Background: an optimization exercise with open tools, aiming at small area, a short achievable clock period and few clock cycles. Do not read the settings as production practice.
Only simulation tests tie the RTL to the original design; equivalence was not proved.
No activity file was given, so power comes from the tool's default toggle rates.

Design fs_codec, start of the top module:
module fs_codec (
    input  wire        clk,
    input  wire        rst,
    input  wire        cmd_valid,
    output wire        cmd_ready,
    input  wire [31:0] cmd_word,
    input  wire [15:0] cmd_len,
    input  wire        in_valid,
    output wire        in_ready,
    input  wire [7:0]  in_data,
    output wire        out_valid,
    input  wire        out_ready,
    output wire [7:0]  out_data,
    output wire        rsp_valid,
    input  wire        rsp_ready,
    output wire [7:0]  rsp_status,
    output wire [31:0] rsp_rval
);
    localparam [7:0] ST_OK          = 8'h00;
    localparam [7:0] ST_INVALID_LEN = 8'h02;
    localparam [7:0] ST_DECODE_ERR  = 8'h03;
    localparam [7:0] ST_INVALID_CRC = 8'h04;
    localparam [7:0] ST_ILLEGAL     = 8'h06;
    localparam [2:0] W_Z0   = 3'd0;    
    localparam [2:0] W_HDR  = 3'd1;    
    localparam [2:0] W_DATA = 3'd2;    
    localparam [2:0] W_CRC  = 3'd3;    
    localparam [2:0] W_TERM = 3'd4;    
    localparam [2:0] W_TEND = 3'd5;    
    localparam [2:0] W_IDLE = 3'd6;
    reg         cmd_rdy;
    reg         m_crc;       
    reg         m_ill;       
    reg         m_dec;       
    reg         m_enc;       
    reg         crc_fin;     
    reg         fin;         
    reg  [15:0] rem_in;      
    reg         rsp_v;
    reg  [7:0]  st_r;
    reg  [31:0] rval_r;
    wire cmd_fire = cmd_valid && cmd_rdy;
    wire rsp_fire = rsp_v && rsp_ready;
    wire w_hi0   = (cmd_word[31:16] == 16'd0);
    wire w_is1   = w_hi0 && (cmd_word[15:0] == 16'h0001);
    wire w_is3   = w_hi0 && (cmd_word[15:0] == 16'h0003);
    wire w_isenc = (cmd_word[15:0] == 16'h0002);
    wire w_isill = !w_is1 && !w_is3 && !w_isenc;
    wire len0    = (cmd_len == 16'd0);
    reg         in_rdy;
    reg  [7:0]  ib, sk;
    reg         ib_v, sk_v, ib_l, sk_l, ib_z, sk_z;
    wire        in_fire = in_valid && in_rdy;
    wire        rem_ne0 = (rem_in != 16'd0);
    wire        rem_ne1 = (rem_in != 16'd1);
    wire        in_last = !rem_ne1;
    wire        in_zero = (in_data == 8'h00);
    wire        pop;                        
    wire ib_v_n = pop ? (sk_v || in_fire) : (ib_v || in_fire);
    wire sk_v_n = pop ? (sk_v && in_fire) : (sk_v || (ib_v && in_fire));
    always @(posedge clk) begin
  ...
Size: ~4400 cells after synthesis, ~2600 flip-flops, ~110 I/O pins, about 0.067 sq mm of cells after synthesis.
make LEC_CHECK=0 CAP_MARGIN=20 CORE_MARGIN=2 CORE_UTILIZATION=40 SETUP_SLACK_MARGIN=5 SLEW_MARGIN=20 finish   # period 10.0 ns
run.sh (not shown) runs the stock make flow with config.mk's settings and CLKGATE_MAP_FILE= SYNTH_SCRIPT=/design/flow/synth_recipe.tcl, a recipe that flattens the netlist after the stock synthesis.
The baseline completed with no timing, DRC or antenna violations.
Testbench counts at the start, summed over its fixed seeds: cycles 189,344.
Next try:
==> flow/flow/run.sh (new file) <==
#!/bin/bash
# Layout flow: the standard ORFS layout, with the port buffers made
# from buf_4 cells and timing repair aiming below the clock period.
# make's output (every tool it runs) goes to make.log here; each ORFS step
# also keeps its own log under orfs/logs/.
set -euo pipefail
bash standard.sh \
    SETUP_SLACK_MARGIN=6.6 \
    "BUFFER_PORTS_ARGS=-buffer_cell sky130_fd_sc_hd__buf_4" \
    finish > make.log 2>&1
==> flow/standard.sh (new file) <==
#!/bin/bash
# synth_recipe.tcl (not shown) runs the flow's synth.tcl, then flattens the netlist and writes it again
# the make line also repeats each setting of config.mk as NAME=value (left out here)
make -C /OpenROAD-flow-scripts/flow DESIGN_CONFIG=/design/flow/config.mk WORK_HOME=/design/flow/orfs CLKGATE_MAP_FILE= SYNTH_SCRIPT=/design/flow/synth_recipe.tcl "${@:-finish}"
--- a/flow/config.mk
+++ b/flow/config.mk
@@ -9,4 +9,3 @@
 export CORE_MARGIN = 2
 export CORE_UTILIZATION = 40
-export SETUP_SLACK_MARGIN = 5
 export SLEW_MARGIN = 20
removed: flow/run.sh
Effect:
- The new run completed without violations
- flip-flop and latch count stays the same
- register-to-register slack is better by 0.76 ns
- first-iteration DRC count goes up by 4.1%
- maximum frequency rose by 22%
- worst setup slack is better by 0.76 ns
- wire length goes up by 2.5%
- die area does not change
- combinational power stays flat
- cell area is higher by 1.0%
- worst hold slack gains 0.012 ns
- clock power came out higher by 3.1%

[separate check: timing with driven ports]
No port has a modelled driver above. Below, the same layouts with a new extraction and two added sets of constraints.
Step 1 sets driving cells, clkbuf_16 on the clock port and buf_2 on the other inputs (assumed; they add their load-dependent delay and slew).
Step 2, shift: input delay + t, output delay - t, t = (earliest + latest rising clock arrival at the registers) / 2. This alone moves slack from input paths to output paths.
a / b / c = ideal ports / drivers / drivers and shift; a / b = the first two.
| run | shift t [ns] | setup slack, ns | worst hold slack (ns) | latest minus earliest clock arrival (ns) | slew at the worst register clock pin (ns) |
|---|---|---|---|---|---|
| the first run | 0.884 | 5.797 / 5.797 / 5.463 | 0.283 / 0.283 / 0.283 | 0.066 / 0.066 | 0.07 / 0.07 |
| the second run | 0.879 | 6.556 / 6.477 / 5.888 | 0.295 / 0.295 / 0.295 | 0.066 / 0.065 | 0.07 / 0.07 |
After both steps setup and hold are still met in every run listed. The setup slack of the second run, which loses most, moves by -0.079 ns with the drivers and by -0.668 ns with both steps.
